Context: an optimization exercise on an open-source flow, tuned for small area, a short achievable clock period and few clock cycles per item. The choices shown serve that exercise and are no tape-out recipe.
At most, simulation tests tie the RTL to the original design; equivalence was not proved.
For runs 2 and 3, only the layout was checked, not whether the RTL still works.
Treat power and IR drop as tool artefacts here; the default activity estimate runs too high for this design.

**design/flow/design.v**
```verilog
module fpdiv (
    input  wire        clk,
    input  wire        rst,           
    input  wire        in_valid,
    output wire        in_ready,
    input  wire [31:0] in_a,          
    input  wire [31:0] in_b,          
    output reg         out_valid,
    output reg  [31:0] out_result
);
    localparam integer NS = 13;       
    reg        rdy_q;                 
    reg        busy_o;                
    reg        v0;
    reg        s0;                    
    reg  [7:0] ea0, eb0;
    reg [23:0] ma0, mb0;              
    reg        az0, bz0;              
    reg signed [5:0] c0;              
    assign in_ready = ~busy_o;
    wire in_az = (in_a[30:0] == 31'd0);
    wire in_bz = (in_b[30:0] == 31'd0);
    wire in_ha = (in_a[30:23] != 8'd0);
    wire in_hb = (in_b[30:23] != 8'd0);
    wire need_a = ~ma0[23] & ~az0;
    wire need_b = ~mb0[23] & ~bz0;
    always @(posedge clk) begin
        if (rdy_q) begin
            s0  <= in_a[31] ^ in_b[31];
            ea0 <= in_a[30:23];
            eb0 <= in_b[30:23];
            ma0 <= {in_ha, in_a[22:0]};
            mb0 <= {in_hb, in_b[22:0]};
            az0 <= in_az;
            bz0 <= in_bz;
            c0  <= 6'sd0;
        end else begin
            if (need_a) ma0 <= {ma0[22:0], 1'b0};
            if (need_b) mb0 <= {mb0[22:0], 1'b0};
            c0 <= c0 + (need_b ? 6'sd1 : 6'sd0) - (need_a ? 6'sd1 : 6'sd0);
        end
    end
    wire rdy_n = rdy_q ? (~in_valid | (in_ha | in_az) & (in_hb | in_bz))
                       : (~(need_a & ~ma0[22]) & ~(need_b & ~mb0[22]));
    always @(posedge clk) begin
        if (rst) begin
            rdy_q  <= 1'b1;
            busy_o <= 1'b0;
            v0    <= 1'b0;
        end else begin
            rdy_q  <= rdy_n;
            busy_o <= ~rdy_n;
            if (rdy_q) v0 <= in_valid;
        end
    end
    wire v0_go = v0 & rdy_q;
    wire a_nan = (ea0 == 8'hFF) & (ma0[22:0] != 23'd0);
    wire b_nan = (eb0 == 8'hFF) & (mb0[22:0] != 23'd0);
    wire a_inf = (ea0 == 8'hFF) & (ma0[22:0] == 23'd0);
    wire b_inf = (eb0 == 8'hFF) & (mb0[22:0] == 23'd0);
    reg [1:0] spc1;
    always @(*) begin
        if (a_nan | b_nan | (a_inf & b_inf) | (az0 & bz0)) spc1 = 2'd3;
        else if (a_inf | bz0)                               spc1 = 2'd2;
        else if (b_inf | az0)                               spc1 = 2'd1;
        else                                                spc1 = 2'd0;
    end
    wire        a_lt_b = (ma0 < mb0);
    wire [27:0] w0 = a_lt_b ? {3'b000, ma0, 1'b0} : {4'b0000, ma0};
    wire signed [9:0] xa = (ea0 == 8'd0) ? 10'sd1 : $signed({2'b00, ea0});
    wire signed [9:0] xb = (eb0 == 8'd0) ? 10'sd1 : $signed({2'b00, eb0});
    wire signed [9:0] e_hi = xa - xb + {{4{c0[5]}}, c0} + 10'sd127;
    localparam signed [8:0] E_INF  = 9'sd255;
    localparam signed [8:0] E_ZERO = -9'sd24;
    localparam signed [8:0] E_NAN  = 9'h100;
    reg               v1, s1, lt1;
    reg  [1:0]        spc_1;
    reg signed [9:0]  eh1;
    wire signed [9:0] e2v   = eh1 - {9'd0, lt1};
    reg signed [8:0]  ex2;
    always @(*) begin
        case (spc_1)
            2'd3:    ex2 = E_NAN;
            2'd2:    ex2 = E_INF;
            2'd1:    ex2 = E_ZERO;
            default: begin
                if (e2v > 10'sd254)       ex2 = E_INF;
                else if (e2v < -10'sd23)  ex2 = E_ZERO;
                else                      ex2 = e2v[8:0];
            end
        endcase
    end
    localparam integer NP = NS + 2;
    reg [NP-1:0]      v_p;
    reg [NP-1:0]      s_p;
    reg [9*NP-1:0]    e_p;
    reg [23*NP-1:0]   b_p;
    reg [28*NP-1:0]   ws_p;           
    reg [28*NP-1:0]   wc_p;           
    reg [39*NP-1:0]   qd_p;           
    wire [28*NP-1:0] ws_n;
    wire [28*NP-1:0] wc_n;
    wire [3*NP-1:0]  qd_n;
    genvar g;
    generate
        for (g = 1; g <= NS; g = g + 1) begin : st
            wire [22:0] bf  = b_p[23*g +: 23];
            wire [29:0] d1  = {4'b0000, 1'b1, bf, 2'b00};
            wire [29:0] d2  = {3'b000, 1'b1, bf, 3'b000};
            wire [27:0] ws  = ~ws_p[28*g +: 28];
            wire [27:0] wc  = ~wc_p[28*g +: 28];
            reg  [7:0]  k2, k1, k0, kn;
            always @(*) begin
                case (bf[22:20])
                    3'd0: begin k2 = 8'd244; k1 = 8'd252; k0 = 8'd4; kn = 8'd13; end
                    3'd1: begin k2 = 8'd242; k1 = 8'd252; k0 = 8'd6; kn = 8'd15; end
                    3'd2: begin k2 = 8'd241; k1 = 8'd252; k0 = 8'd6; kn = 8'd16; end
                    3'd3: begin k2 = 8'd240; k1 = 8'd252; k0 = 8'd6; kn = 8'd18; end
                    3'd4: begin k2 = 8'd238; k1 = 8'd250; k0 = 8'd8; kn = 8'd20; end
                    3'd5: begin k2 = 8'd236; k1 = 8'd250; k0 = 8'd8; kn = 8'd20; end
                    3'd6: begin k2 = 8'd236; k1 = 8'd248; k0 = 8'd8; kn = 8'd22; end
                    default: begin k2 = 8'd232; k1 = 8'd248; k0 = 8'd8; kn = 8'd24; end
                endcase
            end
            wire [7:0]  t2  = ws[27:20] + wc[27:20] + k2;
            wire [7:0]  t1  = ws[27:20] + wc[27:20] + k1;
            wire [7:0]  t0  = ws[27:20] + wc[27:20] + k0;
            wire [7:0]  tn  = ws[27:20] + wc[27:20] + kn;
            wire        p2  = ~t2[7];
            wire        p1  = ~t1[7] & t2[7];
            wire        n1  = t0[7] & ~tn[7];
            wire        n2  = tn[7];
            wire [29:0] y  = {({28{p1}} & ~d1[29:2]) | ({28{p2}} & ~d2[29:2]) |
                              ({28{n1}} &  d1[29:2]) | ({28{n2}} &  d2[29:2]), 2'b00};
            wire [29:0] a4 = {ws, 2'b00};
            wire [29:0] c4 = {wc, 2'b00};
            wire [29:0] ts = a4 ^ c4 ^ y;
            wire [29:0] tc = (a4 & c4) | (a4 & y) | (c4 & y);
            assign ws_n[28*g +: 28] = ~ts[27:0];
            assign wc_n[28*g +: 28] = ~{tc[26:2], p1 | p2, 2'b00};
            assign qd_n[3*g +: 3]   = {n1 | n2, p2 | n2, p1 | n1};
        end
    endgenerate
    integer n;
    always @(posedge clk) begin
        if (rst) v_p <= {NP{1'b0}};
        else     v_p <= {v_p[NP-2:1], v0_go, 1'b0};
        s_p[1]         <= s0;
        spc_1          <= spc1;
        lt1            <= a_lt_b;
        eh1            <= e_hi;
        b_p[23 +: 23]  <= mb0[22:0];
        ws_p[28 +: 28] <= ~w0;
        wc_p[28 +: 28] <= ~28'd0;
        qd_p[39 +: 39] <= 39'd0;
        e_p[18 +: 9]   <= ex2;
        for (n = 1; n <= NS; n = n + 1) begin
            s_p[n+1]              <= s_p[n];
            if (n >= 2) e_p[9*(n+1) +: 9] <= e_p[9*n +: 9];
            b_p[23*(n+1) +: 23]   <= b_p[23*n +: 23];
            ws_p[28*(n+1) +: 28]  <= ws_n[28*n +: 28];
            wc_p[28*(n+1) +: 28]  <= wc_n[28*n +: 28];
            if (n < NS) qd_p[39*(n+1) +: 39] <= {qd_p[39*n +: 36], qd_n[3*n +: 3]};
        end
    end
    wire [35:0] ld  = qd_p[39*NS +: 36];
    reg  [23:0] lpos, lneg;
    integer j;
    always @(*) begin
        for (j = 0; j < 12; j = j + 1) begin
            lpos[2*j +: 2] = ld[3*j+2] ? 2'b00 : ld[3*j +: 2];
            lneg[2*j +: 2] = ld[3*j+2] ? ld[3*j +: 2] : 2'b00;
        end
    end
    wire [24:0] qa_n = {1'b0, lpos} - {1'b0, lneg};
    reg  [24:0] qa_f;                 
    reg  [2:0]  qd_f;                 
    always @(posedge clk) begin
        qa_f <= qa_n;
        qd_f <= qd_n[3*NS +: 3];
    end
    wire [27:0] fws = ~ws_p[28*(NS+1) +: 28];
    wire [27:0] fwc = ~wc_p[28*(NS+1) +: 28];
    wire [27:0] fb  = {3'b001, b_p[23*(NS+1) +: 23], 2'b00};
    wire [27:0] fw  = fws + fwc;                       
    wire        neg = fw[27];
    wire [27:0] zs  = fws ^ fwc ^ fb;
    wire [27:0] zc  = {(fws[26:0] & fwc[26:0] | fws[26:0] & fb[26:0] | fwc[26:0] & fb[26:0]), 1'b0};
    wire        z0  = ((fws ^ fwc) == {(fws[26:0] | fwc[26:0]), 1'b0});
    wire        zb  = ((zs ^ zc) == {(zs[26:0] | zc[26:0]), 1'b0});
    wire signed [3:0] dl  = qd_f[2] ? -$signed({2'b00, qd_f[1:0]}) : $signed({2'b00, qd_f[1:0]});
    wire signed [3:0] tl  = dl - {3'b000, neg};
    wire [24:0]       qam = qa_f - 25'd1;
    wire [23:0]       qv  = {(tl[3] ? qam[21:0] : qa_f[21:0]), tl[1:0]};
    wire signed [8:0] ep  = e_p[9*(NS+1) +: 9];
    wire        subn_p = ep[8] | (ep[7:0] == 8'd0);
    reg         v_e, s_e, stk_e, nan_e, inf_e;
    reg  [7:0]  e8_e;
    reg  [4:0]  sh_e;
    reg  [23:0] q_e;
    always @(posedge clk) begin
        if (rst) v_e <= 1'b0;
        else     v_e <= v_p[NS+1];
        s_e    <= s_p[NS+1];
        nan_e  <= ep[8] & ~ep[7];
        inf_e  <= (ep == E_INF);
        e8_e   <= subn_p ? 8'd0 : ep[7:0];
        sh_e   <= subn_p ? 5'd1 - ep[4:0] : 5'd0;    
        q_e    <= qv;                                  
        stk_e  <= ~(z0 | zb);
    end
    wire [24:0] x    = {1'b1, q_e};
    wire [49:0] xs   = {x, 25'd0} >> sh_e;
    wire [23:0] m    = xs[49:26];
    wire        gb   = xs[25];
    wire [24:0] lost = ~({25{1'b1}} << sh_e);
    wire        stk  = stk_e | ((x & lost) != 25'd0);
    wire        rnd  = gb & (stk | m[0]);
    wire [30:0] pk   = {e8_e, m[22:0]} + {30'd0, rnd};
    reg  [31:0] res;
    always @(*) begin
        if (nan_e)      res = 32'h7FC00000;
        else if (inf_e) res = {s_e, 8'hFF, 23'd0};
        else            res = {s_e, pk};
    end
    always @(posedge clk) begin
        if (rst) out_valid <= 1'b0;
        else     out_valid <= v_e;
        out_result <= res;
    end
endmodule
```
**design/flow/flow/run.sh**
```bash
#!/bin/bash
# The standard layout, with the full adders left to abc (yosys's full-adder
# extraction, ADDER_MAP_FILE, is turned off) and timing repair aimed at a
# setup margin of 6.45 ns. All output goes to standard_flow.log here; ORFS
# keeps each step's own log under orfs/logs.
set -euo pipefail
bash standard.sh ADDER_MAP_FILE= SETUP_SLACK_MARGIN=6.45 TNS_END_PERCENT=100 finish > standard_flow.log 2>&1
```
**design/flow/standard.sh**
```bash
#!/bin/bash
# synth_recipe.tcl (not shown) runs the flow's synth.tcl, then flattens the netlist and writes it again
# the make line also repeats each setting of config.mk as NAME=value (left out here)
make -C /OpenROAD-flow-scripts/flow DESIGN_CONFIG=/design/flow/config.mk WORK_HOME=/design/flow/orfs CLKGATE_MAP_FILE= SYNTH_SCRIPT=/design/flow/synth_recipe.tcl "${@:-finish}"
```
**design/flow/config.mk**
```make
export PLATFORM = sky130hd
export DESIGN_NAME = fpdiv
export DESIGN_NICKNAME = fpdiv
export VERILOG_FILES = /design/flow/design.v
export SDC_FILE = /design/flow/constraint.sdc
export NUM_CORES = 4
export LEC_CHECK = 0
export CAP_MARGIN = 20
export CORE_MARGIN = 2
export CORE_UTILIZATION = 40
export SLEW_MARGIN = 20
```
**design/flow/constraint.sdc**
```tcl
create_clock -name core_clock -period 10.0 [get_ports {clk}]
set_input_delay 2.0000 -clock core_clock [delete_from_list [all_inputs] [get_ports {clk}]]
set_output_delay 2.0000 -clock core_clock [all_outputs]
set_load 0.01 [all_outputs]
```
==> notes.md, run 1 <==
Placement
The detailed-placement wirelength estimate is 104000 microns. The worst slack at placement is 5700 ps. In this run, placement finished with an instance count of 8069. The number of port buffers is 100. The final estimated routing congestion in global placement is 0.884.

Drt
The via-per-instance ratio is 5.11. The average wire per cell in the routed design is 17.2 microns. The detailed router put a total of 63300 microns of wire on met1. The number of routed nets with antenna violations is 0. The first-pass iteration count of the detailed router is 5. In this run the top signal layer used is met4. Summed over all nets, wire length on met3 after detailed routing comes to 4250 microns. After detailed routing, the number of remaining DRC violations is 0.

The number of DRC markers after the initial detailed-route iteration is 2481. Summed over all nets, wire length on met2 after detailed routing comes to 74200 microns. The total vias in the final route is 43423. The total length of routed wires is 146000 microns.

Setup path
The slowest stage of the critical path belongs to the cell sky130_fd_sc_hd__or3_4. In this run the number of cells on the critical path is 11. The worst setup path category is reg -> reg.

The worst setup path is launched from a flip-flop. The data required time at the worst endpoint is 10650 ps. Along the worst path, the maximum fanout reaches 25.

The number of cells traversed by the worst register-to-register path is 11. The capturing element of the worst setup path is wc_p[402]. On the critical path the largest part of the delay comes from adder cells. Counting both buffers and inverters, the worst setup path holds a total of 1. The maximum cell stage delay along the critical path is 420 ps. Data arrives at the worst endpoint at 4140 ps. The signal on the critical path passes through o31ai_4 > a31oi_4 > maj3_2 > maj3_2 > o2111a_1 > or3_4 > or3_4 > buf_8 > nor2_1 > a211oi_1 > maj3_1. The destination of the worst register-to-register timing path is wc_p[402]. In this run the worst setup path begins at wc_p[384]. For flop-to-flop paths, the worst setup slack is 6510 ps. The kind of capture point of the worst setup path is a flip-flop. The source of the worst register-to-register timing path is wc_p[384].

Timing
In the finished design, the share of the clock period the worst path needs comes to 34.9%. The final hold violation count was 0. Final hold analysis gives a worst-case slack of 312 ps. The final count of negative-setup-slack endpoints is 0. The clock skew is 52.4 ps. The worst pin sits at a relative slew slack of 28.1%. At the pin with the least slew margin, the transition time is 1080 ps. The worst setup slack after layout is 6510 ps. Setup repair after global routing could not meet its margin everywhere. The number of max-slew violations in the final report was 0. The maximum clock rate is 287 MHz. The setup total negative slack is 0 ps.

The smallest clock period supported by the final layout is computed as 3490 ps.

CTS
TritonCTS built the clock tree. In this run the number of H-tree levels came out at 4. The count of hold buffers inserted by post-cts repair is 0. The master cell of the clock root buffer is sky130_fd_sc_hd__clkbuf_16. No sink is reached through more buffers than the 3 on the longest clock path. The clock reaches the later pin of the worst-skew pair after 790 ps. TritonCTS created 152 clock buffers.

The clock net sink count is 1530. The clock-pin transition on the worst setup and hold timing paths is 60 ps.

Final layout
In the layout the commonest cells are sky130_fd_sc_hd__dfxtp_1, sky130_fd_sc_hd__xnor2_1, sky130_fd_sc_hd__nor2_1, sky130_fd_sc_hd__nand2_1, sky130_fd_sc_hd__mux2i_1. The number of nets at the end of the flow is 6370. The count of antenna diodes in the layout is 0. The library cell used most frequently in the layout, excluding fill and tap cells, is sky130_fd_sc_hd__dfxtp_1. For this run, the number of standard cells in the final layout without fillers is 8495. The area growth from synthesis to layout is 17.3%. The post-route netlist has 15.0% of its cells at a drive strength greater than 1.

Synthesis
The register bit count reported by yosys is 1530. The sequential area share after synthesis is 49.3%. The area share of xor/xnor cells in the synthesized design is 12.9%. Of all flip-flops after synthesis, the portion carrying an async set or reset was 0%. The area of the mapped netlist is 63500 sq um. Summing the areas of all compound-gate instances in the mapped netlist gives 12.2% of the synthesized area. The share of cell area taken by muxes after synthesis is 6.91%.

The simple-gate share of the synthesized area is 11.8%. The adder-cell area share of the yosys netlist is 4.47%. For this run, the leading register cell type out of synthesis is sky130_fd_sc_hd__dfxtp_1. The number of different library cells used by synthesis comes to 102. Synthesis produced a netlist whose cell count is 6118. The post-synth net total is 6185. In this run, synthesis inferred 67 flip-flops with an integrated enable. The mean area per synthesized cell is 10.4 sq um. For this run, the number of Yosys warnings is 1. By area, the combinational part of the netlist is dominated by XOR/XNOR gates.

Global route
The first-pass GRT wire length is 230000 microns. In the global route stage, overall resource usage came out at 17.4%. Entering global routing, the biggest net connects 98 pins.

The number of antenna violations at the first check in global routing is 1. After global routing the overflow that remains totals 0. The via count of the first global-routing pass is 42069.

Floorplan
The die covers 162000 sq um. The die is 402 microns wide. In this run the core area contains 146 standard-cell rows.

The number of ports placed on the die boundary is 101. The starting density of the core is 40.2%. From bottom edge to top edge, the die measures 402 microns.

The core region is 158000 sq um.

Outcome
The run finished with no timing, DRC or antenna violations.

Min path
Counting instances, the worst hold path has a depth of 0. The class of the most critical hold timing path is reg -> reg.

Job
The number of violations of the max-capacitance limit is 0.
## metal layers
layer,up-vias,global-route usage (%)
met5,-,0
met4,0,6.07
met3,274,2.36
met2,684,31.7
met1,20604,20.9
li1,21861,-
## stage by stage
stage | utilization (%) | area (sq um)
3_3_place_gp | 42.0 | 66400
3_5_place_dp | 42.0 | 66400
5_1_grt | 47.2 | 74500
2_1_floorplan | - | 63500
6_report | 47.2 | 74500
4_1_cts | 46.4 | 73300
## registers in the layout, indices dropped and copies added (netlist names), 22 cells and up
| register | flops |
|---|---|
| b_p | 322 |
| e_p | 117 |
| ld | 33 |
| ma0 | 24 |
| mb0 | 24 |
| out_result | 32 |
| q_e | 24 |
| qa_f | 22 |
| qd_p | 165 |
| wc_p | 313 |
| ws_p | 363 |
## synth_stat cells (29+ instances only)
master | n | area share, %
sky130_fd_sc_hd__a211oi_1 | 124 | 1.5
sky130_fd_sc_hd__a211oi_2 | 71 | 1.4
sky130_fd_sc_hd__a21oi_1 | 239 | 1.9
sky130_fd_sc_hd__a31oi_1 | 52 | 0.51
sky130_fd_sc_hd__and2_1 | 52 | 0.51
sky130_fd_sc_hd__buf_2 | 58 | 0.46
sky130_fd_sc_hd__clkbuf_1 | 168 | 0.99
sky130_fd_sc_hd__dfxtp_1 | 1463 | 46
sky130_fd_sc_hd__edfxtp_1 | 67 | 3.2
sky130_fd_sc_hd__inv_1 | 106 | 0.63
sky130_fd_sc_hd__maj3_1 | 215 | 3.4
sky130_fd_sc_hd__maj3_2 | 61 | 1.1
sky130_fd_sc_hd__mux2_2 | 53 | 0.94
sky130_fd_sc_hd__mux2i_1 | 334 | 5.3
sky130_fd_sc_hd__nand2_1 | 351 | 2.1
sky130_fd_sc_hd__nand2b_1 | 93 | 0.92
sky130_fd_sc_hd__nand3_1 | 79 | 0.62
sky130_fd_sc_hd__nand4_1 | 35 | 0.34
sky130_fd_sc_hd__nor2_1 | 450 | 2.7
sky130_fd_sc_hd__nor2_2 | 37 | 0.36
sky130_fd_sc_hd__nor2b_1 | 59 | 0.58
sky130_fd_sc_hd__nor3_1 | 82 | 0.65
sky130_fd_sc_hd__nor4_1 | 46 | 0.45
sky130_fd_sc_hd__o2111ai_1 | 31 | 0.43
sky130_fd_sc_hd__o211ai_1 | 41 | 0.48
sky130_fd_sc_hd__o21ai_0 | 232 | 1.8
sky130_fd_sc_hd__o22ai_1 | 37 | 0.36
sky130_fd_sc_hd__o31ai_1 | 29 | 0.34
sky130_fd_sc_hd__or2_2 | 53 | 0.52
sky130_fd_sc_hd__or3_1 | 59 | 0.58
sky130_fd_sc_hd__xnor2_1 | 612 | 8.4
sky130_fd_sc_hd__xor2_1 | 292 | 4.0
## area by class of cell
| type | count | area (sq um) |
|---|---|---|
| tap | 2072 | 2590 |
| clock buffer | 220 | 4420 |
| clock inverter | 54 | 862 |
| timing repair buffer | 276 | 2710 |
| multi-input combinational | 4234 | 32200 |
| inverter | 106 | 409 |
| timing repair inverter | 3 | 15.0 |
| sequential | 1530 | 31300 |
| fill | 14473 | 83500 |
## kinds of logic after synthesis
group / Yosys count
AO/OA/AOI/OAI: 1110
XOR/XNOR: 916
adder cells (fa/ha/maj): 276
buffers and inverters: 369
flip-flops: 1530
multiplexers: 407
AND/OR/NAND/NOR: 1510
## what timing repair did
action                                  in CTS  in global routing
gates resized for setup                    156                165
endpoints found under the setup margin     566                480
cloned                                      17                  4
pin swaps                                   30                 27
endpoints found under the hold margin        0                  0
buffers inserted                            76                 55
## how the worst min path moves through the flow
stage	start	to
5_1_grt	qd_p[443]	qd_p[485]
3_3_place_gp	s_p[3]	s_p[4]
3_5_place_dp	e_p[106]	e_p[115]
6_report	qd_p[477]	ld[12]
2_1_floorplan	e_p[91]	e_p[100]
4_1_cts	qd_p[443]	qd_p[485]
Testbench counts, summed over its fixed seeds: cycles 8,136, items 8,000.
==> run 2, diff against run 1 <==
--- a/design/flow/design.v
+++ b/design/flow/design.v
@@ -132,4 +132,6 @@
             wire        n2  = tn[7];
-            wire [29:0] y  = {({28{p1}} & ~d1[29:2]) | ({28{p2}} & ~d2[29:2]) |
-                              ({28{n1}} &  d1[29:2]) | ({28{n2}} &  d2[29:2]), 2'b00};
+            wire        one = p1 | n1;
+            wire        two = p2 | n2;
+            wire        pos = p1 | p2;
+            wire [29:0] y  = {(({28{one}} & d1[29:2]) | ({28{two}} & d2[29:2])) ^ {28{pos}}, 2'b00};
             wire [29:0] a4 = {ws, 2'b00};
==> run 2 against run 1 <==
Still clean on timing, DRC and antenna. Maximum frequency down 1.4%. Count of clock-buffer cells in the layout down 7. Synthesized cell count down 8.7%. Flip-flop and latch count unchanged. Critical path depth up 2. Via count down 8.6%. Final area down 3.0%. Non-clock buffer count down 24.
==> notes.md, run 2 <==
Drt
The first-pass iteration count of the detailed router is 5. The count of nets left with antenna violations once routing finished came out at 0. After the first detailed-routing iteration, the DRC count stood at 1925. In the routed design, unresolved DRC markers number 0.

The routed layout has 39695 vias. In the routed layout, each cell is associated on average with a via count of 5.00. In the final routed layout, each cell accounts on average for 16.3 microns. The total length of routed wires is 129000 microns.

Placement
The HPWL after detailed placement is 87600 microns. The number of port buffers is 100. After detailed placement, the design holds a cell count of 7526. The final estimated routing congestion in global placement is 0.865.

The instance area after placement is 63300 sq um.

Synthesis
Yosys attributes the largest share of cell area to sky130_fd_sc_hd__dfxtp_1, sky130_fd_sc_hd__xnor2_1, sky130_fd_sc_hd__maj3_1, sky130_fd_sc_hd__xor2_1, sky130_fd_sc_hd__edfxtp_1. The dominant cell type by area after synthesis is sky130_fd_sc_hd__dfxtp_1. The top-area cell type share of the netlist area is 48.5%. In this run the mean area of a mapped cell was 10.8 sq um. The fraction of synthesis flops using an asynchronous set or reset pin is 0%. The post-synth net total is 5655. Among all flip-flop cells after synthesis, the most frequent one is sky130_fd_sc_hd__dfxtp_1. In this run the cell area of the synthesized design comes to 60400 sq um. The total number of yosys warnings is 1. Counting every instance in the synthesized netlist gives 5588. The number of enable-type register cells in the synthesized netlist is 67. The register bit count reported by yosys is 1530.

The sequential area share after synthesis is 51.8%. The most common cell in the synthesized netlist is sky130_fd_sc_hd__dfxtp_1. In the synthesized netlist, the cells that appear most often are sky130_fd_sc_hd__dfxtp_1, sky130_fd_sc_hd__xnor2_1, sky130_fd_sc_hd__nor2_1.

The number of different library cells used by synthesis comes to 107.

Floorplan
The floorplan step set the die height to 393 microns. The initial utilization of the core area, before any placement, comes to 40.3%. The die width is 393 microns. The die covers 154000 sq um. The total area inside the core boundary comes to 150000 sq um. During I/O placement, the number of pins put on the boundary was 101.

The number of core rows is 142.

Setup path
The library cell contributing the largest single delay on the critical path is sky130_fd_sc_hd__edfxtp_1. STA classifies the critical path endpoint as a flip-flop. The critical path crosses 13 cells after its start point.

The critical path's top delay family is adder cells. The worst setup path category is reg -> reg. The most critical setup path has its startpoint at ma0[0]. The destination of the worst register-to-register timing path is ws_p[30]. The minimum setup slack among reg-to-reg paths is 6460 ps. For the worst setup path, the data arrival time is 4220 ps. The largest fanout of any net on the critical path is 9. The capturing element of the worst setup path is ws_p[30].

The worst setup path is launched from a flip-flop. The data required time at the worst endpoint is 10680 ps. The largest single stage delay on the critical path is 510 ps.

Together, buffers and inverters on the worst path number 2. The signal on the critical path passes through nor2b_4 > maj3_2 > maj3_2 > maj3_2 > maj3_2 > maj3_2 > maj3_2 > maj3_2 > o21ai_4 > buf_12 > clkbuf_16 > nor2_1 > a21oi_1. The worst register-to-register path has a depth of 13. The source of the worst register-to-register timing path is ma0[0].

The most prevalent standard cell on the critical path is sky130_fd_sc_hd__maj3_2.

Final layout
In the final layout, the share of cells above drive strength 1 is 15.0%. For this run, the share of the core covered by cells in the final layout is 48.2%. The leading cell type in the layout, fill and taps excluded is sky130_fd_sc_hd__dfxtp_1. The count of antenna diodes in the layout is 0.

The layout overhead on the synthesized area is 19.6%. In the final design database the tool counted 5874 nets. After routing the design area is 72300 sq um. Leaving out fill and tap cells, the most frequent cells in the layout are sky130_fd_sc_hd__dfxtp_1, sky130_fd_sc_hd__xnor2_1, sky130_fd_sc_hd__nor2_1, sky130_fd_sc_hd__maj3_1, sky130_fd_sc_hd__nand2_1. The largest registers in the layout are ws_p: 363 flops, b_p: 322 flops, wc_p: 313 flops. Leaving out filler cells and counting taps, the final layout contains 7944. The register with the most flip-flops in the layout has 363 of them. The register with the most flip-flops in the final layout is ws_p.

Min path
The tightest min-delay check is of the reg -> reg type. The startpoint identified for the worst hold timing path is e_p[35].

CTS
The cell sitting at the root of the clock tree is a sky130_fd_sc_hd__clkbuf_16. The number of clock buffers inserted by TritonCTS is 157. The maximum number of buffers from clock root to sink is 3. The insertion delay to the later sink of the worst-skew pair is 790 ps. The clock-pin transition on the worst setup and hold timing paths is 60 ps. The clock net sink count is 1530.

The count of hold buffers inserted by post-cts repair is 0. The number of H-tree branching levels is 4. TritonCTS built the clock tree.

Timing
For the finished layout, the period the worst path requires is 3540 ps. Measured against its own limit, the worst slew margin works out to 29.3%. The final count of negative-setup-slack endpoints is 0. Timing would allow up to 283 MHz. Clock skew on the completed layout was measured at 55.7 ps.

On the final layout, the worst hold slack is 299 ps. Setup total negative slack on the finished layout was measured at 0 ps. The final worst-path cycle share is 35.4%. The number of max-slew violations in the final report is 0. The measured slew at the worst slew-check pin is 1060 ps.

The final hold violation count is 0. Setup repair after global routing could not meet its margin everywhere.

Global route
The via count of the first global-routing pass was 38608. The number of antenna violations at the first check in global routing is 0. Across every metal layer, demand over resource in global routing totals 15.8%.

The first global-routing pass estimated 201000 microns of wire. Entering global routing, the biggest net connects 97 pins. Summed over all layers, the global routing overflow is 0.

Job
Across the run, the number of max-cap violations was 0.

Outcome
The flow ran to the end and the layout has no timing, DRC or antenna violations.
==> run 2: cell count changes in the layout (fill, tap and decap cells not counted), moves of 31 or more <==
| cell | delta |
|---|---|
| sky130_fd_sc_hd__a211oi_1 | -70 |
| sky130_fd_sc_hd__a211oi_2 | -99 |
| sky130_fd_sc_hd__a21oi_1 | -55 |
| sky130_fd_sc_hd__a22oi_1 | +213 |
| sky130_fd_sc_hd__a22oi_2 | +35 |
| sky130_fd_sc_hd__buf_4 | -31 |
| sky130_fd_sc_hd__maj3_1 | +63 |
| sky130_fd_sc_hd__mux2i_1 | -273 |
| sky130_fd_sc_hd__nand2_1 | -76 |
| sky130_fd_sc_hd__nor2_1 | -146 |
| sky130_fd_sc_hd__nor2_2 | -37 |
| sky130_fd_sc_hd__o21ai_0 | -48 |
| sky130_fd_sc_hd__xnor2_1 | +242 |
| sky130_fd_sc_hd__xor2_1 | -57 |
==> run 2: cell families after synthesis <==
kind of cell / after synthesis / share of synthesized area [%]
xor+xnor: 1115 / 16.3
simple gates: 1117 / 9.12
buf+inv: 307 / 2.22
mux: 140 / 2.93
flops: 1530 / 51.8
compound gates: 1059 / 12.3
fa+ha+maj: 320 / 5.38
==> run 2: per-stage QoR <==
stage / setup slack, ps
final: 6460
after global placement: 5750
after floorplan: 6600
after global routing: 6410
after detailed placement: 5710
after CTS: 6440
==> run 2: worst min path at each step <==
stage / slack, ps / to / cells past startpoint
after detailed placement: 310 / e_p[110] / 0
after floorplan: 310 / e_p[100] / 0
after CTS: 290 / e_p[34] / 0
after global placement: 310 / s_p[6] / 0
final: 300 / e_p[44] / 0
after global routing: 300 / e_p[44] / 0
==> run 2: final cells by class <==
cell class | instances | area, sq um
Fill cell | 13666 | 77700
Timing Repair Buffer | 252 | 2670
Sequential cell | 1530 | 31400
Tap cell | 2016 | 2520
Inverter | 102 | 423
Timing Repair inverter | 1 | 5.00
Clock inverter | 67 | 1070
Clock buffer | 213 | 4400
Multi-Input combinational cell | 3763 | 29800
==> run 2: per-layer routing <==
layer  vias to the layer above  GRT usage, %  wire length [microns]
li1                      20023             -                      -
met1                     18775          19.6                  56900
met2                       651          27.1                  63700
met3                       246          2.53                   4070
met4                         0          6.46                   4720
met5                         -             0                      0
==> run 2: worst register-to-register path: cells and delay by family (launching register included) <==
family                     cells  cell delay (ps)
adders and majority gates      7             2210
DFF                            1              510
buffers and inverters          2              310
AOI/OAI and AO/OA              2              280
and+or+nand+nor                2              110
==> run 2: repair_timing <==
item	CTS	global route
setup endpoints to repair	585	448
cloned	7	20
setup buffers	40	70
gates resized for setup	165	299
pin swaps	24	91
==> run 3, diff against run 2 <==
==> design/flow/flow/run.sh (replaced) <==
#!/bin/bash
# The standard layout, with the full adders left to abc (yosys's full-adder
# extraction, ADDER_MAP_FILE, is turned off) and timing repair aimed at a
# setup margin of 6.6 ns. All output goes to standard_flow.log here; ORFS
# keeps each step's own log under orfs/logs.
set -euo pipefail
bash standard.sh ADDER_MAP_FILE= SETUP_SLACK_MARGIN=6.6 TNS_END_PERCENT=100 finish > standard_flow.log 2>&1
--- a/design/flow/config.mk
+++ b/design/flow/config.mk
@@ -10,2 +10,4 @@
 export CORE_UTILIZATION = 40
+export CTS_CLUSTER_DIAMETER = 120
+export CTS_CLUSTER_SIZE = 25
 export SLEW_MARGIN = 20
==> run 3 against run 2 <==
Core utilization up 0.32 points. Maximum frequency down 1.4%. First-iteration DRC count down 1.7%. Die area unchanged. Final area up 0.66%. Global-route usage up 0.37 points. Sequential share of layout area down 0.15 points. Largest cell class is now multi-input combinational cells.
==> notes.md, run 3 <==
Outcome
The flow ran to the end and the layout has no timing, DRC or antenna violations.

Placement
OpenSTA, run right after detailed placement, puts the worst setup slack at 5710 ps. After legalization and detailed placement, the total HPWL measured 87600 microns. Routability-driven placement finished with a final weighted congestion of 0.865. The number of port buffers is 100. The cell count after placement is 7526. The placed instances occupy a cell area of 63300 sq um.

Synthesis
For this run, the number of Yosys warnings is 1. The register bit count reported by yosys is 1530. Among all cell types in the netlist, the one instantiated most often is sky130_fd_sc_hd__dfxtp_1.

For this run, the register share of the synthesized area comes to 51.8%. The fraction of synthesis flops using an asynchronous set or reset pin is 0%. Synthesis handed over a netlist of 5588 instances. The largest total area in the synthesized netlist belongs to sky130_fd_sc_hd__dfxtp_1.

The commonest cells after synthesis are sky130_fd_sc_hd__dfxtp_1, sky130_fd_sc_hd__xnor2_1, sky130_fd_sc_hd__nor2_1. Among all flip-flop cells after synthesis, the most frequent one is sky130_fd_sc_hd__dfxtp_1. The synthesized design contains 67 enable-type register cells.

The top-area cell type share of the netlist area is 48.5%. The synthesized netlist contains 107 unique library cells. The mean area per synthesized cell is 10.8 sq um. Sorting the synthesized cells by area gives the leading types as sky130_fd_sc_hd__dfxtp_1, sky130_fd_sc_hd__xnor2_1, sky130_fd_sc_hd__maj3_1, sky130_fd_sc_hd__xor2_1, sky130_fd_sc_hd__edfxtp_1.

The post-synth net total is 5655. After synthesis the cells add up to 60400 sq um.

Timing
The worst slew margin relative to its limit is 27.9%. Setup repair after global routing could not meet its margin everywhere. At the pin with the least slew margin, the transition time is 1080 ps. In the finished design, the share of the clock period the worst path needs comes to 35.9%. The final count of negative-setup-slack endpoints is 0.

The clock skew is 43.6 ps. The worst setup slack after layout is 6410 ps. The shortest period the worst path allows is 3590 ps. The final hold violation count came to 0. Final hold analysis gives a worst-case slack of 320 ps. Summed over all failing endpoints, the final setup total negative slack is 0 ps. The number of max-slew violations in the final report came to 0.

The maximum clock rate is 279 MHz.

Floorplan
For this design the top-level I/O count stands at 101. In this run the core area contains 142 standard-cell rows. The die width is 393 microns. The overall die area is 154000 sq um.

The core region area is 150000 sq um. The floorplan die height is 393 microns. Once the floorplan was initialized, standard cells occupied 40.3% of the core.

Global route
The via count of the first global-routing pass came to 38300. The number of antenna violations at the first check in global routing is 0. The first-pass GRT wire length is 204000 microns. The largest net degree at the start of global routing is 97. The overall track demand over capacity in global routing is 16.1%. The peak-usage layer in the global routing report is met2.

For met3 alone, demand over resource in global routing was 1.84%. The met1 usage in global routing is 20.1%. Global routing consumed, on the met2 layer, 28.6% of the routing resources. Summed over all layers, the global routing overflow is 0.

Setup path
The largest fanout of any net on the critical path is 5. The critical path launch point type is a flip-flop. The worst register-to-register path has a depth of 13. The data required time at the worst endpoint is 10640 ps. The source of the worst register-to-register timing path is ma0[0].

The worst setup path is captured at a flip-flop. The worst setup path category is reg -> reg. The worst register-to-register path ends at ws_p[44]. The arrival time of data at the critical path endpoint is 4230 ps. The minimum setup slack among reg-to-reg paths is 6410 ps.

CTS
TritonCTS built the clock tree. TritonCTS created 72 clock buffers. The number of H-tree branching levels is 3.

The maximum number of buffers from clock root to sink is 3. The clock net sink count is 1530. Clock tree synthesis selected as its root buffer the cell sky130_fd_sc_hd__clkbuf_16.

The clock-pin transition on the worst setup and hold timing paths is 100 ps. The clock reaches the later pin of the worst-skew pair after 710 ps.

Drt
The total length of routed wires is 137000 microns. Using the TritonRoute via totals, the vias-per-cell ratio works out to 5.06. Detailed routing inserted a total of 40183 vias. The first routing iteration left 1893 violations. In the routed design, unresolved DRC markers number 0. In the final routed layout, each cell accounts on average for 17.2 microns.

The first-pass iteration count of the detailed router is 5. The number of routed nets with antenna violations is 0.

Min path
In this run the most critical hold path is launched from e_p[117]. The worst hold path terminates at e_p[126]. The tightest min-delay check is of the reg -> reg type. The hold-critical path depth is 0.

Final layout
The area of all placed cells without fillers is 72700 sq um. The number of nets at the end of the flow is 5972. The library cells used most frequently in the layout, excluding fill and tap cells, are sky130_fd_sc_hd__dfxtp_1, sky130_fd_sc_hd__xnor2_1, sky130_fd_sc_hd__nor2_1, sky130_fd_sc_hd__nand2_1, sky130_fd_sc_hd__buf_4. Of the cells placed in the final design, the portion with a size suffix greater than 1 is 21.4%. The leading cell type in the layout, fill and taps excluded is sky130_fd_sc_hd__dfxtp_1. Measured on the finished design, the core utilization comes to 48.5%.

The register with the most flip-flops in the final layout is ws_p. After the flow finishes, the layout carries non-filler instances totaling 7941. The register with the most flip-flops in the layout has 363 of them. The layout overhead on the synthesized area is 20.4%. The largest registers in the layout are ws_p: 363 flops, b_p: 322 flops, wc_p: 313 flops.

Job
Across the run, the number of max-cap violations was 0.
run 3: changes by cell type in the layout (fill, tap and decap cells not counted), sizes merged, moves of 3 or more:
cell	change
buf	+170
bufinv	-14
clkbuf	-123
clkdlybuf4s15	+8
clkinv	-37
clkinvlp	-7
dlygate4sd2	-9
inv	+3
mux2	+3
run 3: how the worst max path moves through the flow:
stage,from,end,slack (ps),cells after the start
floorplan,ws_p[217],wc_p[249],6600,12
global placement,wc_p[244],wc_p[277],5750,11
detailed placement,ws_p[105],wc_p[133],5710,11
CTS,ma0[0],ws_p[44],6340,13
global route,ma0[0],ws_p[42],6320,13
finish,ma0[0],ws_p[44],6410,13
run 3: critical path, cell delays in order, from the launching register on:
cell,delay (ps)
sky130_fd_sc_hd__edfxtp_1,520
sky130_fd_sc_hd__nor2b_4,60
sky130_fd_sc_hd__maj3_2,300
sky130_fd_sc_hd__maj3_2,310
sky130_fd_sc_hd__maj3_2,310
sky130_fd_sc_hd__maj3_2,310
sky130_fd_sc_hd__maj3_2,320
sky130_fd_sc_hd__maj3_2,310
sky130_fd_sc_hd__maj3_2,340
sky130_fd_sc_hd__o21ai_4,190
sky130_fd_sc_hd__buf_6,150
sky130_fd_sc_hd__buf_12,100
sky130_fd_sc_hd__buf_16,110
sky130_fd_sc_hd__mux2i_1,180
run 3: layout make-up:
class / instances / area [sq um]
antenna: 2 / 5.00
clock buffer: 81 / 1850
clock inverter: 11 / 183
fill: 13604 / 77200
inverter: 102 / 433
multi-input combinational: 3766 / 31600
sequential: 1530 / 31500
tap: 2016 / 2520
timing repair buffer: 431 / 4680
timing repair inverter: 2 / 13.8
run 3: kinds of logic (layout without fill, tap and decap cells):
kind of cell	Yosys count	in the layout	share of synthesized area, %
flops	1530	1530	51.8
simple gates	1117	1121	9.12
xor+xnor	1115	1115	16.3
compound gates	1059	1063	12.3
fa+ha+maj	320	320	5.38
buf+inv	307	627	2.22
mux	140	147	2.93
other cells	0	2	0
run 3: routing by layer:
layer | vias up | part of all wire [%]
met5 | - | 0
met4 | 0 | 3.5
met3 | 218 | 2.8
met2 | 682 | 51
met1 | 19124 | 43
li1 | 20159 | -
run 3: what timing repair did:
action,in CTS,in global routing
buffers inserted,113,157
hold buffers,0,0
resized for setup,358,598
setup endpoints to repair,650,530
pin swaps,76,356
cloned,19,32
==> run 4, diff against run 3 <==
--- a/design/flow/design.v
+++ b/design/flow/design.v
@@ -132,6 +132,4 @@
             wire        n2  = tn[7];
-            wire        one = p1 | n1;
-            wire        two = p2 | n2;
-            wire        pos = p1 | p2;
-            wire [29:0] y  = {(({28{one}} & d1[29:2]) | ({28{two}} & d2[29:2])) ^ {28{pos}}, 2'b00};
+            wire [29:0] y  = {({28{p1}} & ~d1[29:2]) | ({28{p2}} & ~d2[29:2]) |
+                              ({28{n1}} &  d1[29:2]) | ({28{n2}} &  d2[29:2]), 2'b00};
             wire [29:0] a4 = {ws, 2'b00};
--- a/design/flow/config.mk
+++ b/design/flow/config.mk
@@ -7,2 +7,3 @@
 export LEC_CHECK = 0
+export ABC_AREA = 1
 export CAP_MARGIN = 20
==> run 4 against run 3 <==
Still clean. Flip-flop and latch count stayed put. Count of clock-buffer cells in the layout up 5. Critical path depth shrank 11. Register-to-register slack gained 300 ps. Area after synthesis is 18% higher. Critical path type is now reg -> out. Largest cell class unchanged. Setup slack improved by 280 ps. Hold slack worse by 5.3 ps. Final area grew 4.8%.
==> notes.md, run 4 <==
Final layout
The layout overhead on the synthesized area is 7.28%. The register with the most flip-flops in the layout has 363 of them. The number of nets at the end of the flow is 10232.

In the final layout, the registers with the most flip-flops are ws_p: 363 flops, b_p: 322 flops, wc_p: 313 flops. The register name with the most flops is ws_p. The layout has 17973 filler cells. The finished cells cover 76200 sq um. The count of antenna diodes in the layout is 0.

Leaving out fill and tap cells, the most frequent cells in the layout are sky130_fd_sc_hd__nand2_1, sky130_fd_sc_hd__inv_1, sky130_fd_sc_hd__dfxtp_1, sky130_fd_sc_hd__nand3_1, sky130_fd_sc_hd__nor2_1. Leaving out fill and tap cells, the most frequent cell in the layout is sky130_fd_sc_hd__nand2_1. The post-route netlist has 5.70% of its cells at a drive strength greater than 1.

Synthesis
The largest family of logic cells by synthesized area is simple AND/OR/NAND/NOR gates. The fraction of synthesis flops using an asynchronous set or reset pin is 0%. The share of cell area taken by muxes after synthesis is 0.0986%.

The simple-gate share of the synthesized area is 38.3%. By area the synthesized netlist is led by sky130_fd_sc_hd__dfxtp_1, sky130_fd_sc_hd__nand2_1, sky130_fd_sc_hd__nand3_1, sky130_fd_sc_hd__inv_1, sky130_fd_sc_hd__nand4_1. After Yosys synthesis, XOR and XNOR cells account for 2.09% of the synthesized area. The mean area per synthesized cell is 6.97 sq um. The top-area cell type share of the netlist area is 41.2%.

Synthesis produced a netlist with a net count of 10261. The post-synthesis cell count is 10194. Among all flip-flop cells after synthesis, the most frequent one is sky130_fd_sc_hd__dfxtp_1. The total number of yosys warnings is 1.

By count the netlist is led by sky130_fd_sc_hd__nand2_1, sky130_fd_sc_hd__inv_1, sky130_fd_sc_hd__dfxtp_1. The compound-gate portion of the synthesized area is 5.03%. After synthesis the netlist holds a flip-flop and latch count of 1530.

The biggest area contributor in the post-synthesis netlist is sky130_fd_sc_hd__dfxtp_1. In this run, distinct cell masters in the synthesized netlist total 70. The number of enable-type register cells in the synthesized netlist is 67. For this run, the register share of the synthesized area comes to 44.1%.

The adder-cell area share of the yosys netlist is 0%. By instance count, the leading cell after synthesis is sky130_fd_sc_hd__nand2_1. The area of the mapped netlist is 71100 sq um.

CTS
The number of H-tree branching levels is 3. TritonCTS built the clock tree. The clock net sink count is 1530. The insertion delay to the later sink of the worst-skew pair is 710 ps. After clock tree synthesis, the clock-pin slew on the worst setup and hold paths is 100 ps. The master cell of the clock root buffer is sky130_fd_sc_hd__clkbuf_16.

The number of clock buffers inserted by TritonCTS is 74. The maximum number of buffers from clock root to sink is 3.

Drt
The average wire per cell in the routed design is 15.6 microns. Dividing the detail-routed via count by the number of cells gives 5.11. The total length of routed wires is 196000 microns.

The number of routed nets with antenna violations is 0. In the routed design, unresolved DRC markers number 0. The first-pass iteration count of the detailed router is 9. The total vias in the final route is 64009. The detailed router finished its first iteration with 5188 violations.

Setup path
The critical path ends at in_ready. The arrival time of data at the critical path endpoint is 1310 ps. STA classifies the critical path endpoint as an output port. The worst setup path is of the reg -> out kind. The number of cells on the worst reg-to-reg path is 15. The launch point of the critical path is busy_o. The largest fanout of any net on the critical path is 1.

The data required time at the worst endpoint is 8000 ps. The destination of the worst register-to-register timing path is wc_p[418]. Setup slack on the worst reg-to-reg path comes out at 6710 ps.

The source of the worst register-to-register timing path is wc_p[384]. The worst setup path is launched from a flip-flop.

Placement
Detailed placement ended at an HPWL of 151000 microns. During placement, the flow inserted port buffers numbering 100. The worst slack at placement is 6070 ps. The instance area after placement is 73800 sq um.

The final estimated routing congestion in global placement is 0.920.

Global route
Global routing used 21.0% of the available tracks across all layers. Global routing finished with a remaining overflow of 0. The via count of the first global-routing pass was 59637. The largest net degree at the start of global routing is 118. The number of antenna violations at the first check in global routing is 5. The first global-routing pass estimated 311000 microns of wire.

Timing
The setup total negative slack is 0 ps. The number of max-slew violations in the final report came to 0. Setup repair after global routing could not meet its margin everywhere. The worst slew margin relative to its limit is 27.9%. Subtracting the final worst setup slack from the clock period gives 3310 ps. The final worst-path cycle share is 33.1%.

The final hold violation count was 0. Static timing analysis puts the maximum clock frequency at 302 MHz. For the final database, setup skew stands at 43.6 ps. Setup violations remaining at the end of the flow were counted as 0. Final hold analysis gives a worst-case slack of 314 ps. After layout, the worst setup slack is 6690 ps. For the pin with the worst max-slew slack, the measured transition is 1080 ps.

Outcome
The run finished with no timing, DRC or antenna violations.

Floorplan
The core region is 176000 sq um. The die width is 425 microns. The floorplan has 154 rows. The die covers 181000 sq um.

The number of ports placed on the die boundary is 101. Measured along the y axis, the die boundary spans 425 microns. The starting density of the core is 40.3%.

Min path
The class of the most critical hold timing path is reg -> reg. Counting instances, the worst hold path has a depth of 0.

Job
Across the run, the number of max-cap violations was 0.

Pwr
run 4: cell type report:
cell class	instances	area, sq um	share of cell area [%]
multi-input cells	6831	32700	42.8
flip-flops and latches	1530	31300	41.1
inverters	1588	5980	7.84
well taps	2340	2930	3.84
clock buffers	86	1950	2.56
repair buffers	138	1260	1.66
clock inverters	10	133	0.174
repair inverters	2	12.5	0.0164
run 4: per-stage QoR:
stage,cells,util (%)
after global placement,12421,41.9
after floorplan,10194,-
after CTS,12518,43.1
final,12525,43.2
after detailed placement,12422,41.9
after global routing,12525,43.2
run 4: kinds of logic (layout without fill, tap and decap cells):
group,after synthesis,count (layout)
buffers and inverters,1834,1824
xor gates and xnor gates,157,158
AOI/OAI and AO/OA,641,641
DFF,1530,1530
and+or+nand+nor,6025,6025
muxes,7,7
run 4: how the worst min path moves through the flow:
stage                          from         to  slack [ps]
final                     qd_p[407]  qd_p[449]         310
after global placement      e_p[80]    e_p[89]         310
after floorplan             e_p[91]   e_p[100]         310
after detailed placement    e_p[98]   e_p[107]         310
after global routing      qd_p[407]  qd_p[449]         320
after CTS                 qd_p[407]  qd_p[449]         310
run 4: timing repair:
action,CTS,global route
buffers inserted,0,4
pin swaps,0,1
cloned,0,3
endpoints found under the setup margin,367,477
hold buffers,0,0
resized for setup,57,40
run 4: critical path: stages, from the launching register on:
cell                              delay, ps
sky130_fd_sc_hd__dfxtp_1                310
sky130_fd_sc_hd__inv_1                   60
sky130_fd_sc_hd__clkdlybuf4s15_1        240
run 4: metal layers:
layer	wire, microns	GRT usage, %	up-vias
met5	0	0	-
met1	85900	26.9	29311
met3	9990	2.12	360
met2	93000	36.7	1758
li1	-	-	32580
met4	6890	7.19	0
Testbench counts of run 4, summed over its fixed seeds: cycles 8,136, items 8,000.
==> run 5, diff against run 4 <==
--- a/design/flow/config.mk
+++ b/design/flow/config.mk
@@ -7,3 +7,2 @@
 export LEC_CHECK = 0
-export ABC_AREA = 1
 export CAP_MARGIN = 20
==> run 5 against run 4 <==
Critical path depth up 9. Critical endpoint is now wc_p[400]. Setup slack worse by 140 ps. Final area down 4.0%. Register-to-register slack worse by 160 ps. Synthesized cell count down 40%. Via count down 32%. Hold slack better by 2.8 ps.
==> notes.md, run 5 <==
Final layout
The count of antenna diodes in the layout is 0. Relative to the synthesized area, the layout overhead comes to 15.3%. After the flow finishes, the layout carries non-filler instances totaling 8382. The register with the most flip-flops in the layout has 363 of them. Cells with a size suffix above 1 make up 16.2% of the layout. More flip-flops sit in one register than any other, and that register is ws_p. The number of nets at the end of the flow is 6362. Leaving out fill and tap cells, the most frequent cell in the layout is sky130_fd_sc_hd__dfxtp_1. In the final layout, the registers with the most flip-flops are ws_p: 363 flops, b_p: 322 flops, wc_p: 313 flops. The top cell types in the final layout, fill and taps aside, are sky130_fd_sc_hd__dfxtp_1, sky130_fd_sc_hd__xnor2_1, sky130_fd_sc_hd__nor2_1, sky130_fd_sc_hd__nand2_1, sky130_fd_sc_hd__mux2i_1.

CTS
CTS placed an instance of sky130_fd_sc_hd__clkbuf_16 at the clock tree root. TritonCTS built the clock tree. After clock tree synthesis, the clock-pin slew on the worst setup and hold paths is 100 ps. Counting along the longest clock path gives a buffer depth of 3.

The number of H-tree branching levels is 3. The number of clock buffers added by TritonCTS is 71. The clock net sink count is 1530. The insertion delay to the later sink of the worst-skew pair is 710 ps.

Placement
The cell count after placement is 8069. The number of port buffers is 100. The wire-length estimate of the detail-placed layout is 104000 microns.

The worst slack at placement is 5700 ps. The final estimated routing congestion in global placement is 0.884.

Setup path
The kind of capture point of the worst setup path is a flip-flop. The destination of the worst register-to-register timing path is wc_p[400]. The worst setup path is launched from a flip-flop. The critical path ends at wc_p[400].

The largest fanout of any net on the critical path is 7. The number of cells traversed by the worst register-to-register path is 11. The arrival time of data at the critical path endpoint is 4030 ps.

The source of the worst register-to-register timing path is ws_p[384]. The data required time at the worst endpoint is 10580 ps. The worst setup path category is reg -> reg. The launch point of the critical path is ws_p[384]. The worst register-to-register path has a setup slack of 6550 ps.

Global route
The first global-routing pass estimated 231000 microns of wire. Entering global routing, the biggest net connects 98 pins. The overall track demand over capacity in global routing is 17.5%. The via count of the first global-routing pass is 41931. The total overflow left after global routing is 0. The number of antenna violations at the first check in global routing came to 2.

Synthesis
By instance count, the leading cell after synthesis is sky130_fd_sc_hd__dfxtp_1. The compound-gate portion of the synthesized area is 12.2%. After synthesis, the mean cell area works out to 10.4 sq um.

After Yosys synthesis, and, or, nand and nor cells account for 11.8% of the synthesized area. Ranked by instance count, the synthesized netlist is headed by sky130_fd_sc_hd__dfxtp_1, sky130_fd_sc_hd__xnor2_1, sky130_fd_sc_hd__nor2_1. After technology mapping, the gate count stands at 6118. The register bit count reported by yosys is 1530.

Summing the areas of all fa, ha and maj instances in the mapped netlist gives 4.47% of the synthesized area. Sorting the synthesized cells by area gives the leading types as sky130_fd_sc_hd__dfxtp_1, sky130_fd_sc_hd__xnor2_1, sky130_fd_sc_hd__mux2i_1, sky130_fd_sc_hd__xor2_1, sky130_fd_sc_hd__maj3_1. The total number of yosys warnings is 1. The largest total area in the synthesized netlist belongs to sky130_fd_sc_hd__dfxtp_1. After synthesis, the largest area contributor takes up 46.1% of total cell area. The share of cell area taken by muxes after synthesis is 6.91%.

For this run, the leading register cell type out of synthesis is sky130_fd_sc_hd__dfxtp_1. The netlist uses 102 different library cells. Counting flops with a built-in enable in the synthesized netlist gives 67. After synthesis, the share of flip-flops with an asynchronous set or reset is 0%. Summing the areas of all xor and xnor instances in the mapped netlist gives 12.9% of the synthesized area. By area, the combinational part of the netlist is dominated by XOR/XNOR gates. The area of the mapped netlist is 63500 sq um.

The sequential area share after synthesis is 49.3%. The post-synth net total is 6185.

Floorplan
The floorplan has 146 rows. In this run the horizontal extent of the chip is 402 microns. The die is 402 microns tall. The core region is 158000 sq um. The floorplan step defined a die boundary enclosing 162000 sq um.

The starting density of the core is 40.2%. The number of ports placed on the die boundary is 101.

Job
The tool flagged a number of max-cap violations equal to 0.

Drt
The number of routed nets with antenna violations is 0. After detailed routing, the average wire length per cell comes to 17.9 microns. The first detailed-routing pass took 5 iterations.

For this run, design rule violations remaining after detail routing come to 0. The total length of routed wires is 150000 microns. The via-per-instance ratio is 5.19. The final route contains 43523 vias. The number of DRC markers after the initial detailed-route iteration is 2433.

Timing
After routing, the total negative slack on setup checks comes to 0 ps. The shortest period the worst path allows is 3450 ps. The clock skew is 35.2 ps. The worst slew margin relative to its limit is 27.1%. The final count of negative-setup-slack endpoints is 0. Setup slack closes at 6550 ps. Setup repair after global routing could not meet its margin everywhere. The number of max-slew violations in the final report is 0. The maximum clock rate is 290 MHz. The measured slew at the worst slew-check pin is 1090 ps. The final hold violation count was 0. The final worst-path cycle share is 34.5%.

Outcome
The run finished with no timing, DRC or antenna violations.

Min path
The worst hold path belongs to the class reg -> reg.
-- run 5: cell count changes in the layout (fill, tap and decap cells not counted), moves of 283 or more --
cell,previous run,this run
sky130_fd_sc_hd__mux2i_1,7,321
sky130_fd_sc_hd__nand3_1,1386,75
sky130_fd_sc_hd__nand4_1,529,35
sky130_fd_sc_hd__nand2_1,2935,349
sky130_fd_sc_hd__xnor2_1,30,590
sky130_fd_sc_hd__inv_1,1474,103
sky130_fd_sc_hd__nor2_1,702,419
-- run 5: cells by family after synthesis --
| family | Yosys count |
|---|---|
| mux | 407 |
| flops | 1530 |
| compound gates | 1110 |
| buf+inv | 369 |
| fa+ha+maj | 276 |
| xor+xnor | 916 |
| simple gates | 1510 |
-- run 5: worst max-delay path, cell delays in order, from the launching register on --
cell and delay, ps:
sky130_fd_sc_hd__dfxtp_4 380, sky130_fd_sc_hd__o31ai_4 310, sky130_fd_sc_hd__a31oi_4 130, sky130_fd_sc_hd__maj3_2 340
sky130_fd_sc_hd__maj3_2 350, sky130_fd_sc_hd__o2111a_1 150, sky130_fd_sc_hd__or3_4 450, sky130_fd_sc_hd__or3_4 500
sky130_fd_sc_hd__buf_12 190, sky130_fd_sc_hd__nor2_2 90, sky130_fd_sc_hd__a211oi_2 60, sky130_fd_sc_hd__maj3_1 380
-- run 5: worst min path at each step --
stage / startpoint / end / slack, ps / cells past startpoint
2_1_floorplan: e_p[91] / e_p[100] / 310 / 0
3_3_place_gp: s_p[3] / s_p[4] / 310 / 0
3_5_place_dp: e_p[106] / e_p[115] / 310 / 0
4_1_cts: qd_p[413] / qd_p[455] / 320 / 0
5_1_grt: qd_p[401] / qd_p[443] / 330 / 0
6_report: qd_p[471] / ld[6] / 320 / 0
-- run 5: layout make-up --
cell class,count,area [sq um]
timing repair buffer,348,3790
fill,14626,84800
timing repair inverter,3,15.0
clock buffer,79,1810
sequential,1530,31400
inverter,106,409
clock inverter,9,181
multi-input combinational,4235,33000
tap,2072,2590
-- run 5: what timing repair did --
action,4_1_cts,5_1_grt
endpoints found under the setup margin,641,556
hold buffers,0,0
resized for setup,298,290
cloned,26,14
hold endpoints to repair,0,0
buffers inserted,135,50
pin swaps,65,102
-- run 5: layer usage --
layer / global-route usage [%] / part of all wire, % / up-vias
met5: 0 / 0 / -
met4: 5.01 / 3.0 / 0
met3: 2.04 / 2.9 / 232
met2: 32.6 / 52 / 701
met1: 21.1 / 42 / 20857
li1: - / - / 21733
-- run 5: through the flow --
step / util, % / area [sq um] / hold slack [ps]
after floorplan: - / 63500 / 310
after global placement: 42.0 / 66400 / 310
after detailed placement: 42.0 / 66400 / 312
after CTS: 45.2 / 71400 / 318
after global routing: 46.3 / 73200 / 329
final: 46.3 / 73200 / 317
==> run 6, diff against run 5 <==
==> design/flow/flow/run.sh (replaced) <==
#!/bin/bash
# The standard layout, with the full adders left to abc (yosys's full-adder
# extraction, ADDER_MAP_FILE, is turned off) and timing repair aimed at a
# setup margin of 6.2 ns. All output goes to standard_flow.log here; ORFS
# keeps each step's own log under orfs/logs.
set -euo pipefail
bash standard.sh ADDER_MAP_FILE= SETUP_SLACK_MARGIN=6.2 TNS_END_PERCENT=100 finish > standard_flow.log 2>&1
--- a/design/flow/config.mk
+++ b/design/flow/config.mk
@@ -10,4 +10,2 @@
 export CORE_UTILIZATION = 40
-export CTS_CLUSTER_DIAMETER = 120
-export CTS_CLUSTER_SIZE = 25
 export SLEW_MARGIN = 20
==> run 6 against run 5 <==
Still clean on timing, DRC and antenna. Setup slack worse by 260 ps. Clock skew is 16 ps higher. Flip-flop and latch count stayed put. Hold slack worse by 3.9 ps. Critical path depth is 10 lower. Maximum frequency is 6.9% lower. Cell count is 0.51% higher. Final area hardly changed.
==> notes.md, run 6 <==
Final layout
Cells with a size suffix above 1 make up 12.5% of the layout. The layout overhead on the synthesized area is 15.3%. After filler insertion, the fill cell instance count of the layout stands at 14589. The register with the most flip-flops in the layout has 363 of them.

The sequential cells in the finished layout cover a total of 31300 sq um. In the layout the commonest cells are sky130_fd_sc_hd__dfxtp_1, sky130_fd_sc_hd__xnor2_1, sky130_fd_sc_hd__nor2_1, sky130_fd_sc_hd__nand2_1, sky130_fd_sc_hd__mux2i_1. Measured on the finished design, the core utilization comes to 46.3%. The repair_antennas step left the layout with diodes totalling 0. The register name with the most flops is ws_p. The number of nets at the end of the flow is 6300.

The multi-input combinational cells in the finished layout cover a total of 31600 sq um. Leaving out fill and tap cells, the most frequent cell in the layout is sky130_fd_sc_hd__dfxtp_1. In the final layout, the registers with the most flip-flops are ws_p: 363 flops, b_p: 322 flops, wc_p: 313 flops.

Synthesis
The number of enable-type register cells in the synthesized netlist is 67. The register bit count reported by yosys is 1530. The share of the Yosys chip area taken by registers is 49.3%.

The post-synth net total is 6185. For this run, the number of Yosys warnings is 1. In this run, distinct cell masters in the synthesized netlist total 102. For this run, asynchronously set or reset flops after synthesis account for 0%. The most common flop cell mapped by yosys is sky130_fd_sc_hd__dfxtp_1.

Among all cell types in the netlist, the one instantiated most often is sky130_fd_sc_hd__dfxtp_1. The dominant cell type by area after synthesis is sky130_fd_sc_hd__dfxtp_1. In this run the biggest area consumer among cell types represents 46.1% of the synthesized area. In this run the mean area of a mapped cell was 10.4 sq um. After synthesis, the cell types taking the most area are sky130_fd_sc_hd__dfxtp_1, sky130_fd_sc_hd__xnor2_1, sky130_fd_sc_hd__mux2i_1, sky130_fd_sc_hd__xor2_1, sky130_fd_sc_hd__maj3_1. After synthesis the cells add up to 63500 sq um. The post-synthesis cell count is 6118.

Counting instances in the post-synthesis netlist gives the leading cell types as sky130_fd_sc_hd__dfxtp_1, sky130_fd_sc_hd__xnor2_1, sky130_fd_sc_hd__nor2_1.

Placement
The wire-length estimate of the detail-placed layout is 104000 microns. The final estimated routing congestion in global placement is 0.884. The worst slack at placement is 5700 ps. Port buffering added 100 buffers.

Drt
The total length of routed wires is 144000 microns. Dividing the detail-routed via count by the number of cells gives 5.10. For this block, the initial DRC count from the detailed router was 2371.

The number of routed nets with antenna violations is 0. The residual DRC count is 0. The pre-antenna-repair detailed-routing pass consisted of 6 iterations.

The average wire per cell in the routed design is 17.1 microns. Summing over every cut layer, the via total after detailed routing is 42957.

Setup path
The slowest stage of the critical path is the sky130_fd_sc_hd__clkdlybuf4s50_1 cell. Traced cell by cell, the critical path runs through clkdlybuf4s50_1. The number of buffers and inverters on the critical path is 1. The critical path launch point type is a flip-flop. The setup path with the least slack is of type reg -> out. The largest fanout of any net on the critical path is 1. Data arrives at the worst endpoint at 1700 ps. On the worst path, the slowest cell contributes a delay of 560 ps. The kind of capture point of the worst setup path is an output port.

The critical path's top delay family is buffers and inverters. STA puts the critical path data required time at 8000 ps.

CTS
Counting the buffers created by CTS gives 152. The tree is rooted in a sky130_fd_sc_hd__clkbuf_16. The number of hold buffers added after CTS was 0.

TritonCTS built the clock tree. Counting along the longest clock path gives a buffer depth of 3. The H-tree was split into 4 levels. The clock net sink count is 1530.

The insertion delay to the later sink of the worst-skew pair is 790 ps. After clock tree synthesis, the clock-pin slew on the worst setup and hold paths is 60 ps.

Global route
The number of antenna violations at the first check in global routing is 2. The via count of the first global-routing pass is 41581. Entering global routing, the biggest net connects 98 pins. The first global-routing pass estimated 227000 microns of wire. Global routing used 17.2% of the available tracks. Global routing finished with a remaining overflow of 0.

Min path
The worst hold path belongs to the class reg -> reg.

Timing
Setup violations remaining at the end of the flow were counted as 0. The final hold violation count is 0. The number of max-slew violations in the final report came to 0. The measured slew at the worst slew-check pin is 1080 ps.

The maximum clock rate is 270 MHz. Setup repair after global routing could not meet its margin everywhere. The final worst-path cycle share is 37.0%. The worst slew margin relative to its limit is 28.2%. The setup total negative slack is 0 ps. The smallest hold slack is 313 ps. The shortest period the worst path allows is 3700 ps. On the final layout, the worst clock skew is 51.1 ps. Across all setup checks in the final design, the least slack found is 6300 ps.

Floorplan
The die width is 402 microns. The overall die area is 162000 sq um. The floorplan die height is 402 microns. The core region is 158000 sq um. The number of core rows is 146. In this run the count of I/O pins placed on the die edge is 101.

The starting density of the core is 40.2%.

Outcome
The run finished with no timing, DRC or antenna violations.

Job
The number of violations of the max-capacitance limit is 0.
[run 6: stage by stage]
step,std cells,area (sq um)
after detailed placement,8069,66400
final,8425,73200
after CTS,8384,72300
after floorplan,6118,63500
after global routing,8425,73200
after global placement,8069,66400
[run 6: repair_timing]
item                                    in CTS  in global routing
cloned                                      12                  3
setup buffers                               29                 38
endpoints found under the setup margin     431                423
pin swaps                                   14                 21
resized for setup                           46                 89
[run 6: metal layers]
layer | global-route usage [%] | wire [microns] | share of wire (%)
met1 | 20.8 | 62500 | 43
met2 | 31.0 | 72300 | 50
met3 | 2.37 | 4490 | 3.1
met4 | 6.04 | 4390 | 3.1
met5 | 0 | 13 | 0.0090
[run 6: worst paths after layout]
check,startpoint,endpoint,slack [ps],cells after the start
max,out_result[22],out_result[22],6300,1
max reg2reg,ws_p[133],wc_p[155],6340,8
min,qd_p[443],qd_p[485],310,0
min reg2reg,qd_p[443],qd_p[485],310,0
[run 6: final cells by class]
type | instances | share of cell area, %
flip-flops and latches | 1530 | 42.8
clock buffers | 220 | 6.04
clock inverters | 54 | 1.18
repair buffers | 210 | 2.78
inverters | 106 | 0.559
well taps | 2072 | 3.54
multi-input cells | 4231 | 43.1
repair inverters | 2 | 0.0137
[run 6: logic make-up (layout without fill, tap and decap cells)]
group	count (synthesis)	after routing	share of synthesized area, %
flops	1530	1530	49.3
xor+xnor	916	923	12.9
simple gates	1510	1514	11.8
buf+inv	369	592	2.47
mux	407	407	6.91
compound gates	1110	1111	12.2
fa+ha+maj	276	276	4.47

separate check: timing with driven ports:
No port has a modelled driver above. Below, the same layouts with a new extraction and two added sets of constraints.
Step 1, drivers: a clkbuf_16 drives clk and a buf_2 each remaining input, both assumed.
Step 2 adds t to the input delays and takes it off the output delays; t is the mean of the earliest and latest rising clock arrival at the registers after step 1. Input paths then give back, and output paths get back, about the clock's delay inside the block.
a / b / c = ideal ports / drivers / drivers and shift; a / b = the first two.
run	t (ns)	setup slack, ns	cell pins on the clock port's net
run 1	0.843	6.512 / 6.493 / 6.118	1
run 2	0.846	6.462 / 6.462 / 5.913	1
run 3	0.770	6.412 / 6.412 / 6.066	1
run 4	0.766	6.691 / 6.610 / 6.034	1
run 5	0.773	6.551 / 6.551 / 6.128	1
run 6	0.845	6.295 / 6.217 / 6.129	1
After both steps every run listed still meets setup and hold. For run 4, which loses most, drivers alone change the setup slack by -0.081 ns; drivers and shift together by -0.657 ns.
